Background: an optimization exercise with open tools, aiming at small area, a short achievable clock period and few clock cycles. Do not read the settings as production practice. RTL that was checked went through simulation tests only; none was proved equivalent to the original.

==> 05-28 <==
Design fvmc, start of the top module:
module fvmc (
    input  wire        clk,
    input  wire        rst,         
    input  wire        req,         
    input  wire        we,          
    input  wire [5:0]  addr,        
    input  wire [31:0] wdata,
    output wire        ack,         
    output reg  [31:0] rdata,       
    output wire [16:0] mot_yaw,
    output wire [16:0] mot_fwd
);
Settings: LEC_CHECK=0, CAP_MARGIN=30, CORE_MARGIN=2, CORE_UTILIZATION=45, CTS_CLUSTER_DIAMETER=100, CTS_CLUSTER_SIZE=22, SETUP_SLACK_MARGIN=2, SLEW_MARGIN=30; clock period 90.0 ns.
run.sh (not shown) runs the stock make flow with config.mk's settings and CLKGATE_MAP_FILE= SYNTH_SCRIPT=/design/flow/synth_recipe.tcl, a recipe that flattens the netlist after the stock synthesis.
==> 03-16: changes against 05-28 <==
--- a/flow/design.v
+++ b/flow/design.v
@@ -95,12 +95,11 @@
     reg  [2:0]  fifo_rd;
     reg         turn_pend;
     reg  [2:0]  turn_slot;
     reg  [18:0] hm;                
     reg         hm_valid, head_pend;
-    reg  signed [19:0] hx_e;       
-    reg         hx_valid, hx_pend, opres_pend;
+    reg         hx_valid, hx_pend, opres_pend;    
     reg  signed [34:0] wq1r;       
     reg  [17:0] wr1r;              
     reg         vovr, vunr;
     reg         wp_valid, split_rdy;
     reg         dv_busy;
@@ -721,10 +720,12 @@
     wire [17:0] Sr_n  = pover ? SRMAX : punder ? SRMIN : Sr1;
     wire [12:0] sk_n  = pover ? SKMAX : punder ? SKMIN : sk1;
     wire [1:0]  s0_n  = pover ? 2'd1 : punder ? 2'd2 : s0;
     wire signed [24:0] de = $signed({5'd0, task_dist}) - {{2{Sq_n[22]}}, Sq_n};
     wire        dist_in = (de >= -25'sd100) && (de <= 25'sd100);
+    wire [16:0] corr_yaw = corr_s((ph == 2'd1) ? {{12{eh[19]}}, eh} : {{12{eh_adv[19]}}, eh_adv});
+    wire [16:0] corr_fwd = corr_s(q_corr ? opa : {{7{de[24]}}, de});
     wire [31:0] vel_lo = {Wq[23:0], 8'd0} + {Wq[24:0], 7'd0} + {Wq[27:0], 4'd0} + {23'd0, u_v};
     wire        vel_hi = (Wq > 35'sd5368709) || (Wq == 35'sd5368709 && u_v > 9'd47);
     wire        vel_lo_sat = (Wq < -35'sd5368710) || (Wq == -35'sd5368710 && u_v < 9'd352);
     wire [31:0] vel_rd = vel_hi ? 32'h7FFF_FFFF : vel_lo_sat ? 32'h8000_0000 : vel_lo;
     always @* begin
@@ -777,50 +778,46 @@
             end
         end
     end
     wire        dv_last = dv_busy && (dv_cnt == 2'd0);
     wire [18:0] dv_fmu  = {st_r, dv_low[5:0]};
-    wire [18:0] dv_fm   = dv_neg ? (19'd359999 - dv_fmu) : dv_fmu;
-    wire signed [19:0] dv_e = dv_neg ? ($signed(20'd179999) - $signed({1'b0, dv_fmu}))
-                                     : ($signed({1'b0, dv_fmu}) - $signed(20'd180000));
     wire [17:0] dv_rau = {st_r[9:0], dv_low};
-    wire [17:0] dv_ra  = dv_neg ? (18'd159999 - dv_rau) : dv_rau;
+    wire [18:0] dv_pu  = (dv_job == J_BIG) ? {1'b0, dv_rau} : dv_fmu;
+    wire [18:0] dv_pc  = (dv_job == J_BIG) ? 19'd159999 : 19'd359999;
+    wire [18:0] dv_fm  = dv_neg ? (dv_pc - dv_pu) : dv_pu;
+    wire [17:0] dv_ra  = dv_fm[17:0];
+    wire signed [19:0] dv_e = $signed({1'b0, dv_fm}) - $signed(20'd180000);
     wire signed [16:0] dv_qa = dv_neg ? ~{2'b0, st_q} : {2'b0, st_q};
     wire wr_shead = do_wr && addr == A_SHEAD;
     wire wr_opa   = do_wr && addr == A_OPA;
     wire wr_opb   = do_wr && addr == A_OPB;
     wire wr_sax   = do_wr && addr == A_SAX;
     wire dv_free  = !dv_busy || dv_last;
-    wire ld_head_now = wr_shead && (dv_free || dv_job == J_HEAD);
-    wire ld_hx_now   = (wr_opa || wr_opb) && (dv_free || dv_job == J_HX);
     wire wp_inval    = wr_sax || c_tick;
-    wire abort_big   = dv_busy && dv_job == J_BIG && !dv_last && wp_inval;
+    wire abort_big   = dv_busy && !dv_last && ((dv_job == J_BIG && wp_inval) ||
+                                               (dv_job == J_HEAD && wr_shead) ||
+                                               (dv_job == J_HX && (wr_opa || wr_opb)));
     wire dv_free2    = dv_free || abort_big;
     reg        ld;
     reg [2:0]  ld_job;
     always @* begin
         ld = 1'b1;
         ld_job = J_HEAD;
-        if (ld_head_now)                                     ld_job = J_HEAD;
-        else if (ld_hx_now)                                  ld_job = J_HX;
-        else if (!dv_free2)                                  ld = 1'b0;
+        if (!dv_free2)                                       ld = 1'b0;
         else if (vel_pend)                                   ld_job = J_VEL;
-        else if (head_pend)                                  ld_job = J_HEAD;
-        else if (big_need && !(dv_busy && dv_job == J_BIG))  ld_job = J_BIG;
+        else if (head_pend && !wr_shead)                     ld_job = J_HEAD;
+        else if (big_need && !wp_inval && !(dv_busy && dv_job == J_BIG)) ld_job = J_BIG;
         else if (turn_pend)                                  ld_job = J_TURN;
-        else if (hx_pend)                                    ld_job = J_HX;
+        else if (hx_pend && !wr_opa && !wr_opb)              ld_job = J_HX;
         else                                                 ld = 1'b0;
     end
-    wire [31:0] opa_n = wr_opa ? wdata : opa;
-    wire [31:0] opb_n = wr_opb ? wdata : opb;
-    wire [31:0] head_n = wr_shead ? wdata : sens_head;
     reg  [33:0] ld_x;
     always @* begin
         case (ld_job)
-            J_HEAD:  ld_x = {{2{head_n[31]}}, head_n};
+            J_HEAD:  ld_x = {{2{sens_head[31]}}, sens_head};
             J_TURN:  ld_x = {{2{mc_turn[31]}}, mc_turn};
-            J_HX:    ld_x = {{2{opa_n[31]}}, opa_n} - {{2{opb_n[31]}}, opb_n} + 34'sd180000;
+            J_HX:    ld_x = {{2{opa[31]}}, opa} - {{2{opb[31]}}, opb} + 34'sd180000;
             J_BIG:   ld_x = {a_sum[32], a_sum};
             default: ld_x = {16'd0, Wr};
         endcase
     end
     wire        ld_neg = ld_x[33];
@@ -835,11 +832,10 @@
         if (dv_last && dv_job == J_TURN)
             fifo_tm[turn_slot] <= dv_fm;
         if (c_rxpush && !rx_full)
             rxbuf <= {rxbuf[39:0], rx_byte};
         if (dv_last && dv_job == J_HEAD) hm <= dv_fm;
-        if (dv_last && dv_job == J_HX)   hx_e <= dv_e;
         if (dv_last && dv_job == J_BIG) begin
             wq1r <= {{18{dv_qa[16]}}, dv_qa};
             wr1r <= dv_ra;
         end else if (wp_go) begin
             wq1r <= Wq1[34:0];
@@ -860,10 +856,13 @@
                 dv_q   <= {ld_n[9:0], 5'd0};
             end else begin
                 dv_rem <= ld_n[27:15];
                 dv_q   <= ld_n[14:0];
             end
+        end else if (dv_last && dv_job == J_HX) begin
+            dv_rem      <= dv_e[19:7];       
+            dv_low[6:0] <= dv_e[6:0];
         end else if (dv_busy) begin
             dv_rem <= st_r;
             dv_q   <= st_q;
         end
     end
@@ -909,10 +908,11 @@
                     J_VEL:  vel_valid <= 1'b1;
                     default: ;
                 endcase
             end
             if (abort_big) dv_busy <= 1'b0;
+            if (ld) hx_valid <= 1'b0;
             if (ld) begin
                 dv_busy <= 1'b1;
                 dv_cnt  <= ld_short ? 2'd0 : ld_mid ? 2'd1 : 2'd2;
                 case (ld_job)
                     J_VEL:  vel_pend <= 1'b0;
@@ -945,15 +945,15 @@
                     default: ;
                 endcase
             end
             if (wr_shead) begin
                 hm_valid <= 1'b0;
-                if (!ld_head_now) head_pend <= 1'b1;
+                head_pend <= 1'b1;
             end
             if (wr_opa || wr_opb) begin
                 hx_valid <= 1'b0;
-                if (!ld_hx_now) hx_pend <= 1'b1;
+                hx_pend <= 1'b1;
             end
             if (wp_go) begin
                 wp_valid  <= 1'b1;
                 split_rdy <= 1'b0;
             end
@@ -1013,15 +1013,18 @@
                 r_mot_yaw <= 17'd0;
                 r_mot_fwd <= 17'd0;
                 zero_cnt  <= zero_cnt + 32'd1;
             end
             if (c_herr) begin
-                if (hx_valid)                          opres <= hx_e;
-                else if (dv_last && dv_job == J_HX)    opres <= dv_e;
-                else                                   opres_pend <= 1'b1;
+                if (hx_valid)                          opres <= {dv_rem, dv_low[6:0]};
+                else if (dv_last && dv_job == J_HX && !ld) opres <= dv_e;
+                else begin
+                    opres_pend <= 1'b1;
+                    if (!(dv_busy && dv_job == J_HX && !dv_last)) hx_pend <= 1'b1;
+                end
             end
-            if (c_corr) opres <= {3'd0, corr_s(opa)};
+            if (c_corr) opres <= {3'd0, corr_fwd};
             if (c_tick && (phase != 2'd0 || !fifo_empty)) begin
                 if (t_start) begin
                     fifo_rd   <= fifo_rd + 3'd1;
                     qcount    <= qcount - 4'd1;
                     head_def  <= !hv;
@@ -1042,11 +1045,11 @@
                         if (head_in && intol_c == 2'd1) begin
                             intol <= 2'd0;
                             phase <= 2'd2;
                         end else begin
                             intol     <= head_in ? intol_c + 2'd1 : 2'd0;
-                            r_mot_yaw <= corr_s({{12{eh[19]}}, eh});
+                            r_mot_yaw <= corr_yaw;
                             r_mot_fwd <= 17'd0;
                         end
                     end else begin
                         err[E_SENS] <= 1'b1;
                         intol     <= 2'd0;
@@ -1069,12 +1072,12 @@
                             r_mot_fwd <= 17'd0;
                             zero_cnt  <= zero_cnt + 32'd1;
                             done_cnt  <= done_cnt + 32'd1;
                         end else begin
                             intol     <= dist_in ? intol + 2'd1 : 2'd0;
-                            r_mot_fwd <= corr_s({{7{de[24]}}, de});
-                            r_mot_yaw <= corr_s({{12{eh_adv[19]}}, eh_adv});
+                            r_mot_fwd <= corr_fwd;
+                            r_mot_yaw <= corr_yaw;
                         end
                     end else begin
                         err[E_SENS] <= 1'b1;
                         intol     <= 2'd0;
                         r_mot_yaw <= 17'd0;
==> flow/flow/run.sh (new file) <==
#!/bin/bash
# Own layout flow: the standard ORFS flow, with the port buffers built from
# sky130_fd_sc_hd__buf_4 cells instead of the resizer's default buffer choice.
# Each tool writes its own logs under orfs/logs; the driver's output goes to standard.log.
set -o pipefail
export BUFFER_PORTS_ARGS="-buffer_cell sky130_fd_sc_hd__buf_4"
# ask the timing repair for 51 ns of setup slack at the 90 ns clock
export SETUP_SLACK_MARGIN=51
bash standard.sh > standard.log 2>&1
==> flow/standard.sh (new file) <==
#!/bin/bash
# synth_recipe.tcl (not shown) runs the flow's synth.tcl, then flattens the netlist and writes it again
# the make line also repeats each setting of config.mk as NAME=value (left out here)
make -C /OpenROAD-flow-scripts/flow DESIGN_CONFIG=/design/flow/config.mk WORK_HOME=/design/flow/orfs CLKGATE_MAP_FILE= SYNTH_SCRIPT=/design/flow/synth_recipe.tcl "${@:-finish}"
- SETUP_SLACK_MARGIN: 2 -> default
removed: flow/run.sh
==> 08-17: changes against 05-28 <==
--- a/flow/design.v
+++ b/flow/design.v
@@ -95,12 +95,11 @@
     reg  [2:0]  fifo_rd;
     reg         turn_pend;
     reg  [2:0]  turn_slot;
     reg  [18:0] hm;                
     reg         hm_valid, head_pend;
-    reg  signed [19:0] hx_e;       
-    reg         hx_valid, hx_pend, opres_pend;
+    reg         hx_valid, hx_pend, opres_pend;    
     reg  signed [34:0] wq1r;       
     reg  [17:0] wr1r;              
     reg         vovr, vunr;
     reg         wp_valid, split_rdy;
     reg         dv_busy;
@@ -721,10 +720,12 @@
     wire [17:0] Sr_n  = pover ? SRMAX : punder ? SRMIN : Sr1;
     wire [12:0] sk_n  = pover ? SKMAX : punder ? SKMIN : sk1;
     wire [1:0]  s0_n  = pover ? 2'd1 : punder ? 2'd2 : s0;
     wire signed [24:0] de = $signed({5'd0, task_dist}) - {{2{Sq_n[22]}}, Sq_n};
     wire        dist_in = (de >= -25'sd100) && (de <= 25'sd100);
+    wire [16:0] corr_yaw = corr_s((ph == 2'd1) ? {{12{eh[19]}}, eh} : {{12{eh_adv[19]}}, eh_adv});
+    wire [16:0] corr_fwd = corr_s(q_corr ? opa : {{7{de[24]}}, de});
     wire [31:0] vel_lo = {Wq[23:0], 8'd0} + {Wq[24:0], 7'd0} + {Wq[27:0], 4'd0} + {23'd0, u_v};
     wire        vel_hi = (Wq > 35'sd5368709) || (Wq == 35'sd5368709 && u_v > 9'd47);
     wire        vel_lo_sat = (Wq < -35'sd5368710) || (Wq == -35'sd5368710 && u_v < 9'd352);
     wire [31:0] vel_rd = vel_hi ? 32'h7FFF_FFFF : vel_lo_sat ? 32'h8000_0000 : vel_lo;
     always @* begin
@@ -777,50 +778,46 @@
             end
         end
     end
     wire        dv_last = dv_busy && (dv_cnt == 2'd0);
     wire [18:0] dv_fmu  = {st_r, dv_low[5:0]};
-    wire [18:0] dv_fm   = dv_neg ? (19'd359999 - dv_fmu) : dv_fmu;
-    wire signed [19:0] dv_e = dv_neg ? ($signed(20'd179999) - $signed({1'b0, dv_fmu}))
-                                     : ($signed({1'b0, dv_fmu}) - $signed(20'd180000));
     wire [17:0] dv_rau = {st_r[9:0], dv_low};
-    wire [17:0] dv_ra  = dv_neg ? (18'd159999 - dv_rau) : dv_rau;
+    wire [18:0] dv_pu  = (dv_job == J_BIG) ? {1'b0, dv_rau} : dv_fmu;
+    wire [18:0] dv_pc  = (dv_job == J_BIG) ? 19'd159999 : 19'd359999;
+    wire [18:0] dv_fm  = dv_neg ? (dv_pc - dv_pu) : dv_pu;
+    wire [17:0] dv_ra  = dv_fm[17:0];
+    wire signed [19:0] dv_e = $signed({1'b0, dv_fm}) - $signed(20'd180000);
     wire signed [16:0] dv_qa = dv_neg ? ~{2'b0, st_q} : {2'b0, st_q};
     wire wr_shead = do_wr && addr == A_SHEAD;
     wire wr_opa   = do_wr && addr == A_OPA;
     wire wr_opb   = do_wr && addr == A_OPB;
     wire wr_sax   = do_wr && addr == A_SAX;
     wire dv_free  = !dv_busy || dv_last;
-    wire ld_head_now = wr_shead && (dv_free || dv_job == J_HEAD);
-    wire ld_hx_now   = (wr_opa || wr_opb) && (dv_free || dv_job == J_HX);
     wire wp_inval    = wr_sax || c_tick;
-    wire abort_big   = dv_busy && dv_job == J_BIG && !dv_last && wp_inval;
+    wire abort_big   = dv_busy && !dv_last && ((dv_job == J_BIG && wp_inval) ||
+                                               (dv_job == J_HEAD && wr_shead) ||
+                                               (dv_job == J_HX && (wr_opa || wr_opb)));
     wire dv_free2    = dv_free || abort_big;
     reg        ld;
     reg [2:0]  ld_job;
     always @* begin
         ld = 1'b1;
         ld_job = J_HEAD;
-        if (ld_head_now)                                     ld_job = J_HEAD;
-        else if (ld_hx_now)                                  ld_job = J_HX;
-        else if (!dv_free2)                                  ld = 1'b0;
+        if (!dv_free2)                                       ld = 1'b0;
         else if (vel_pend)                                   ld_job = J_VEL;
-        else if (head_pend)                                  ld_job = J_HEAD;
-        else if (big_need && !(dv_busy && dv_job == J_BIG))  ld_job = J_BIG;
+        else if (head_pend && !wr_shead)                     ld_job = J_HEAD;
+        else if (big_need && !wp_inval && !(dv_busy && dv_job == J_BIG)) ld_job = J_BIG;
         else if (turn_pend)                                  ld_job = J_TURN;
-        else if (hx_pend)                                    ld_job = J_HX;
+        else if (hx_pend && !wr_opa && !wr_opb)              ld_job = J_HX;
         else                                                 ld = 1'b0;
     end
-    wire [31:0] opa_n = wr_opa ? wdata : opa;
-    wire [31:0] opb_n = wr_opb ? wdata : opb;
-    wire [31:0] head_n = wr_shead ? wdata : sens_head;
     reg  [33:0] ld_x;
     always @* begin
         case (ld_job)
-            J_HEAD:  ld_x = {{2{head_n[31]}}, head_n};
+            J_HEAD:  ld_x = {{2{sens_head[31]}}, sens_head};
             J_TURN:  ld_x = {{2{mc_turn[31]}}, mc_turn};
-            J_HX:    ld_x = {{2{opa_n[31]}}, opa_n} - {{2{opb_n[31]}}, opb_n} + 34'sd180000;
+            J_HX:    ld_x = {{2{opa[31]}}, opa} - {{2{opb[31]}}, opb} + 34'sd180000;
             J_BIG:   ld_x = {a_sum[32], a_sum};
             default: ld_x = {16'd0, Wr};
         endcase
     end
     wire        ld_neg = ld_x[33];
@@ -835,11 +832,10 @@
         if (dv_last && dv_job == J_TURN)
             fifo_tm[turn_slot] <= dv_fm;
         if (c_rxpush && !rx_full)
             rxbuf <= {rxbuf[39:0], rx_byte};
         if (dv_last && dv_job == J_HEAD) hm <= dv_fm;
-        if (dv_last && dv_job == J_HX)   hx_e <= dv_e;
         if (dv_last && dv_job == J_BIG) begin
             wq1r <= {{18{dv_qa[16]}}, dv_qa};
             wr1r <= dv_ra;
         end else if (wp_go) begin
             wq1r <= Wq1[34:0];
@@ -860,10 +856,13 @@
                 dv_q   <= {ld_n[9:0], 5'd0};
             end else begin
                 dv_rem <= ld_n[27:15];
                 dv_q   <= ld_n[14:0];
             end
+        end else if (dv_last && dv_job == J_HX) begin
+            dv_rem      <= dv_e[19:7];       
+            dv_low[6:0] <= dv_e[6:0];
         end else if (dv_busy) begin
             dv_rem <= st_r;
             dv_q   <= st_q;
         end
     end
@@ -909,10 +908,11 @@
                     J_VEL:  vel_valid <= 1'b1;
                     default: ;
                 endcase
             end
             if (abort_big) dv_busy <= 1'b0;
+            if (ld) hx_valid <= 1'b0;
             if (ld) begin
                 dv_busy <= 1'b1;
                 dv_cnt  <= ld_short ? 2'd0 : ld_mid ? 2'd1 : 2'd2;
                 case (ld_job)
                     J_VEL:  vel_pend <= 1'b0;
@@ -945,15 +945,15 @@
                     default: ;
                 endcase
             end
             if (wr_shead) begin
                 hm_valid <= 1'b0;
-                if (!ld_head_now) head_pend <= 1'b1;
+                head_pend <= 1'b1;
             end
             if (wr_opa || wr_opb) begin
                 hx_valid <= 1'b0;
-                if (!ld_hx_now) hx_pend <= 1'b1;
+                hx_pend <= 1'b1;
             end
             if (wp_go) begin
                 wp_valid  <= 1'b1;
                 split_rdy <= 1'b0;
             end
@@ -1013,15 +1013,18 @@
                 r_mot_yaw <= 17'd0;
                 r_mot_fwd <= 17'd0;
                 zero_cnt  <= zero_cnt + 32'd1;
             end
             if (c_herr) begin
-                if (hx_valid)                          opres <= hx_e;
-                else if (dv_last && dv_job == J_HX)    opres <= dv_e;
-                else                                   opres_pend <= 1'b1;
+                if (hx_valid)                          opres <= {dv_rem, dv_low[6:0]};
+                else if (dv_last && dv_job == J_HX && !ld) opres <= dv_e;
+                else begin
+                    opres_pend <= 1'b1;
+                    if (!(dv_busy && dv_job == J_HX && !dv_last)) hx_pend <= 1'b1;
+                end
             end
-            if (c_corr) opres <= {3'd0, corr_s(opa)};
+            if (c_corr) opres <= {3'd0, corr_fwd};
             if (c_tick && (phase != 2'd0 || !fifo_empty)) begin
                 if (t_start) begin
                     fifo_rd   <= fifo_rd + 3'd1;
                     qcount    <= qcount - 4'd1;
                     head_def  <= !hv;
@@ -1042,11 +1045,11 @@
                         if (head_in && intol_c == 2'd1) begin
                             intol <= 2'd0;
                             phase <= 2'd2;
                         end else begin
                             intol     <= head_in ? intol_c + 2'd1 : 2'd0;
-                            r_mot_yaw <= corr_s({{12{eh[19]}}, eh});
+                            r_mot_yaw <= corr_yaw;
                             r_mot_fwd <= 17'd0;
                         end
                     end else begin
                         err[E_SENS] <= 1'b1;
                         intol     <= 2'd0;
@@ -1069,12 +1072,12 @@
                             r_mot_fwd <= 17'd0;
                             zero_cnt  <= zero_cnt + 32'd1;
                             done_cnt  <= done_cnt + 32'd1;
                         end else begin
                             intol     <= dist_in ? intol + 2'd1 : 2'd0;
-                            r_mot_fwd <= corr_s({{7{de[24]}}, de});
-                            r_mot_yaw <= corr_s({{12{eh_adv[19]}}, eh_adv});
+                            r_mot_fwd <= corr_fwd;
+                            r_mot_yaw <= corr_yaw;
                         end
                     end else begin
                         err[E_SENS] <= 1'b1;
                         intol     <= 2'd0;
                         r_mot_yaw <= 17'd0;
==> flow/flow/run.sh (new file) <==
#!/bin/bash
# Own layout flow: the standard ORFS flow, with the port buffers built from
# sky130_fd_sc_hd__buf_4 cells instead of the resizer's default buffer choice.
# Each tool writes its own logs under orfs/logs; the driver's output goes to standard.log.
set -o pipefail
export BUFFER_PORTS_ARGS="-buffer_cell sky130_fd_sc_hd__buf_4"
# ask the timing repair for 51.6 ns of setup slack at the 90 ns clock
export SETUP_SLACK_MARGIN=51.6
bash standard.sh > standard.log 2>&1
==> flow/standard.sh (new file) <==
#!/bin/bash
# synth_recipe.tcl (not shown) runs the flow's synth.tcl, then flattens the netlist and writes it again
# the make line also repeats each setting of config.mk as NAME=value (left out here)
make -C /OpenROAD-flow-scripts/flow DESIGN_CONFIG=/design/flow/config.mk WORK_HOME=/design/flow/orfs CLKGATE_MAP_FILE= SYNTH_SCRIPT=/design/flow/synth_recipe.tcl "${@:-finish}"
- SETUP_SLACK_MARGIN: 2 -> default
removed: flow/run.sh
==> qor summary <==
item	03-16	05-28	08-17
#FFs+latches synth	1215	1235	1215
Nets@finish	11500	11600	11500
Capture point of the critical path	rdata[25]	rdata[17]	rdata[31]
Routed wl met2	203000 um	188000 um	201000 um
Total vias in the final route	88700	88300	88700
Hpwl dp	371000 um	357000 um	371000 um
Number of antenna violations at the first check in global routing	115	57	102
Number of nets in the synthesized netlist	11600	11700	11600
Setup ws final	50.90 ns	49.49 ns	51.47 ns
Aggregate routed wire length	475000 um	451000 um	479000 um
Tapcell count	2688	2788	2688
Non-clock buffer count in the final layout	387	369	409
Largest fanout on the critical path	30	20	20
Cell taking the most area after synthesis	sky130_fd_sc_hd__dfxtp_1	sky130_fd_sc_hd__edfxtp_1	sky130_fd_sc_hd__dfxtp_1
Status	complete, no violations	complete, no violations	complete, no violations
Height of the die	457 um	461 um	457 um
Clock insertion delay at the later pin of the skew report	0.79 ns	0.80 ns	0.79 ns
Die extent in x	457 um	461 um	457 um
Mean routed wirelength per cell	35.5 um	33.3 um	35.7 um
Cts bufs inserted	75	76	75
Floorplan row count	166	167	166
Share of cell area taken by multi-input logic gates	0.591	0.591	0.591
Initial core utilization	0.452	0.453	0.452
Testbench counts of 03-16, summed over its fixed seeds: cycles 161,913.
Testbench counts of 08-17, summed over its fixed seeds: cycles 161,913.
For 05-28, only the layout was checked, not whether the RTL still works.

re-timing with driven ports:
No port has a modelled driver above. Below, the same layouts with a new extraction and two added sets of constraints.
Step 1, drivers: a clkbuf_16 drives clk and a buf_2 each remaining input, both assumed.
Step 2 moves the port delays by t, midway between the first and last clock arrival at a register: inputs arrive t later, outputs are due t later. That takes back most of the time a late clock gives input paths.
a / b / c = ideal ports / drivers / drivers and shift; a / b = the first two.
run | shift t [ns] | slack for setup (ns) | hold slack, ns | slew at the worst register clock pin (ns) | worst slew at a driven data input, ns
05-28 | 0.848 | 49.486 / 49.448 / 49.448 | 0.463 / 0.463 / 0.463 | 0.10 / 0.10 | 0.13
03-16 | 0.850 | 50.895 / 50.867 / 50.867 | 0.469 / 0.469 / 0.469 | 0.11 / 0.11 | 0.07
08-17 | 0.850 | 51.465 / 51.441 / 51.441 | 0.470 / 0.470 / 0.470 | 0.11 / 0.11 | 0.07
After both steps every run listed still meets setup and hold. For 05-28, which loses most, drivers alone change the setup slack by -0.038 ns; drivers and shift together by -0.038 ns.
